Source: an optimization exercise on an open RTL-to-GDS flow (aim: small area, a short achievable clock period and few clock cycles). Production flows keep margins and buffers that such runs may drop.
In this exercise RTL edits were held to simulation tests only and were not proved equivalent to the original.
Power figures rest on the tool's default switching activity, not on a simulated workload.

==> flow/design.v (excerpt) <==
module lcde (
    input  wire        clk,
    input  wire        rst,           
    input  wire        csr_we,
    input  wire [3:0]  csr_addr,
    input  wire [31:0] csr_wdata,
    output reg  [31:0] csr_rdata,
    output wire [2:0]  status,        
    output reg         pt_req,
    output reg  [16:0] pt_addr,
    input  wire        pt_ack,
    input  wire [31:0] pt_rdata,
    output reg         snk_valid,
    output reg  [1:0]  snk_cmd,
    output reg         cb_req,
    input  wire        cb_ack,
    input  wire [31:0] cb_count,
    output reg         diag
);
Settings: LEC_CHECK=0, CAP_MARGIN=20, CORE_MARGIN=2, CORE_UTILIZATION=40, SETUP_SLACK_MARGIN=4, SLEW_MARGIN=20; clock period 10.0 ns.
standard.sh (not shown) runs the stock make flow with config.mk's settings and CLKGATE_MAP_FILE= SYNTH_SCRIPT=/design/flow/synth_recipe.tcl, a recipe that flattens the netlist after the stock synthesis.
==> flow/flow/run.sh <==
#!/bin/bash
# The standard layout (standard synthesis, floorplan, power grid, placement, CTS,
# routing), with one change: the buffer placed on every input and output port
# is a sky130_fd_sc_hd__buf_2 instead of the default delay buffer.
set -euo pipefail
bash standard.sh BUFFER_PORTS_ARGS="-buffer_cell sky130_fd_sc_hd__buf_2" finish > standard_flow.log 2>&1
Testbench counts at the start, summed over its fixed seeds: cycles 32,668.
Edit:
Settings changed: CAP_MARGIN 20 to 5, CORE_UTILIZATION 40 to 50, CTS_CLUSTER_DIAMETER from default to 110, CTS_CLUSTER_SIZE from default to 20, SLEW_MARGIN 20 to 5.
Result: Global-route usage grows by 6.9 points; via count barely changes; total power drops by 15%; sequential share of layout area increases by 0.98 points; setup slack is worse by 0.015 ns; worst hold slack gains 0.0054 ns; design area decreases by 3.3%; final cell count falls by 5.3%; area after synthesis stays the same; routed wire length falls by 2.1%.

* * *

Setup of build 23:
Starting RTL as in the previous note.
Settings: LEC_CHECK=0, CAP_MARGIN=5, CORE_MARGIN=2, CORE_UTILIZATION=40, CTS_CLUSTER_DIAMETER=110, CTS_CLUSTER_SIZE=20, SETUP_SLACK_MARGIN=4, SLEW_MARGIN=5; clock period 10.0 ns.
Scripts as last shown in full above: flow/flow/run.sh
In summary, build 23 completed successfully, with a layout that passed the timing, design-rule and antenna checks.
Testbench counts of build 23, summed over its fixed seeds: cycles 32,668.
#### Input delta (build 20 over build 23)
Settings: a change of CTS_CLUSTER_DIAMETER from 110 to 80; a change of CTS_CLUSTER_SIZE from 20 to 24; a change of CAP_MARGIN from 5 to 20; a change of SLEW_MARGIN from 5 to 20.
==> run notes <==
The count of buffers not belonging to the clock network in the layout in build 20 sits 0.36% above the value recorded for build 23.
Taking build 23 as the reference, in build 20 cell count neither gained nor lost much; number of pins with negative max-slew slack in the final report neither gained nor lost much.
Edits applied to the flow inputs when going from build 20 to build 94:
Settings: CTS_CLUSTER_DIAMETER now 110, was 80; CTS_CLUSTER_SIZE now 20, was 24.
## What came out
- On relative area change from synthesis to final layout, the higher figure sits with build 20, not build 94.
- On end-of-flow core utilization, the higher figure sits with build 20, not build 94.
- Total detailed-routing wirelength was lower in build 94 than in build 20.
- Looking at cell area after layout, build 94 sits 490 sq um lower than build 20 does.
- Compared with build 20, build 94 shows a largest vdd supply drop that is 44% higher.

* * *

Starting RTL as in the previous note.
// lcde
module lcde (
    input  wire        clk,
    input  wire        rst,           
    input  wire        csr_we,
    input  wire [3:0]  csr_addr,
    input  wire [31:0] csr_wdata,
    output reg  [31:0] csr_rdata,
    output wire [2:0]  status,        
    output reg         pt_req,
    output reg  [16:0] pt_addr,
    input  wire        pt_ack,
    input  wire [31:0] pt_rdata,
    output reg         snk_valid,
    output reg  [1:0]  snk_cmd,
    output reg         cb_req,
    input  wire        cb_ack,
    input  wire [31:0] cb_count,
    output reg         diag
);
Settings: LEC_CHECK=0, CAP_MARGIN=5, CORE_MARGIN=2, CORE_UTILIZATION=40, SETUP_SLACK_MARGIN=4, SLEW_MARGIN=5; clock period 10.0 ns.
Scripts as last shown in full above: flow/flow/run.sh
The first run finished clean.
Testbench counts at the start, summed over its fixed seeds: cycles 32,668.
Edit:
--- a/flow/config.mk
+++ b/flow/config.mk
@@ -7,6 +7,6 @@
 export LEC_CHECK = 0
-export CAP_MARGIN = 5
+export CAP_MARGIN = 20
 export CORE_MARGIN = 2
-export CORE_UTILIZATION = 40
+export CORE_UTILIZATION = 50
 export SETUP_SLACK_MARGIN = 4
-export SLEW_MARGIN = 5
+export SLEW_MARGIN = 20
Clock power rose by about 6%.
Flip-flop and latch count stays the same.
Area after synthesis stays the same.
Via count barely changes.
Edit:
--- a/flow/config.mk
+++ b/flow/config.mk
@@ -9,4 +9,4 @@
 export CORE_MARGIN = 2
-export CORE_UTILIZATION = 50
-export SETUP_SLACK_MARGIN = 4
+export CORE_UTILIZATION = 40
+export SETUP_SLACK_MARGIN = 4.5
 export SLEW_MARGIN = 20
The new run finished clean.
Power falls by 1.4%.
Wire length rises by 6.6%.
Global-route usage falls by 5.7 points.
Sequential power hardly moves.
Clock skew rises by 0.0042 ns.
Die area rises by 25%.
Synthesized area does not change.
Clock-buffer cell count falls by 3.
Sequential cell count is unchanged.
Fmax rises by 2.4%.
Non-clock buffer count rises by 121.
Edit:
--- a/flow/config.mk
+++ b/flow/config.mk
@@ -10,3 +10,5 @@
 export CORE_UTILIZATION = 40
-export SETUP_SLACK_MARGIN = 4.5
+export CTS_BUF_LIST = sky130_fd_sc_hd__clkbuf_4 sky130_fd_sc_hd__clkbuf_8
+export CTS_CLUSTER_SIZE = 20
+export SETUP_SLACK_MARGIN = 4
 export SLEW_MARGIN = 20
Result: Critical path depth decreases by 13. Count of clock-buffer cells in the layout went up by 50. Register-to-register slack is worse by 0.17 ns. Cell area falls by 4.3%. Synthesized area stays the same. Power barely changes. Worst setup slack gets worse by 0.17 ns. Die area is unchanged. Routed wire length went down by 3.7%.

==> static timing again, ports no longer ideal <==
The flow's constraints put no driver on any port. The routed layouts listed below were extracted and timed again, unchanged, in two steps.
Step 1: set_driving_cell puts a clkbuf_16 on clk and a buf_2 on each other input, an assumption about the parent block.
Step 2 moves the port delays by t, midway between the first and last clock arrival at a register: inputs arrive t later, outputs are due t later. That takes back most of the time a late clock gives input paths.
a / b / c = ideal / step 1 / step 2; a / b = the first two.
run	shift t [ns]	slack for setup (ns)	worst hold slack (ns)	worst setup path at the end	worst register clock-pin slew, ns
the first run of note 1	0.713	4.044 / 4.023 / 4.023	0.492 / 0.492 / 0.492	input to output	0.07 / 0.07
the second run of note 1	0.692	4.029 / 4.029 / 4.029	0.497 / 0.497 / 0.497	register to register	0.10 / 0.10
build 23	0.706	4.065 / 4.045 / 4.045	0.499 / 0.499 / 0.499	input to output	0.10 / 0.10
build 20	0.668	4.028 / 4.007 / 4.007	0.499 / 0.499 / 0.499	input to output	0.10 / 0.10
build 94	0.705	4.046 / 4.025 / 4.025	0.499 / 0.499 / 0.499	input to output	0.11 / 0.11
the first run of note 3	0.704	4.068 / 4.050 / 4.050	0.494 / 0.494 / 0.494	input to output	0.07 / 0.07
the second run of note 3	0.712	4.058 / 4.036 / 4.036	0.493 / 0.493 / 0.493	input to output	0.07 / 0.07
the third run of note 3	0.714	4.196 / 4.196 / 4.196	0.499 / 0.499 / 0.499	register to register	0.07 / 0.07
the fourth run of note 3	0.808	4.026 / 4.019 / 4.019	0.496 / 0.496 / 0.496	input to output	0.08 / 0.08
After both steps every run listed still meets setup and hold. For the second run of note 3, which loses most, drivers alone change the setup slack by -0.022 ns; drivers and shift together by -0.022 ns.
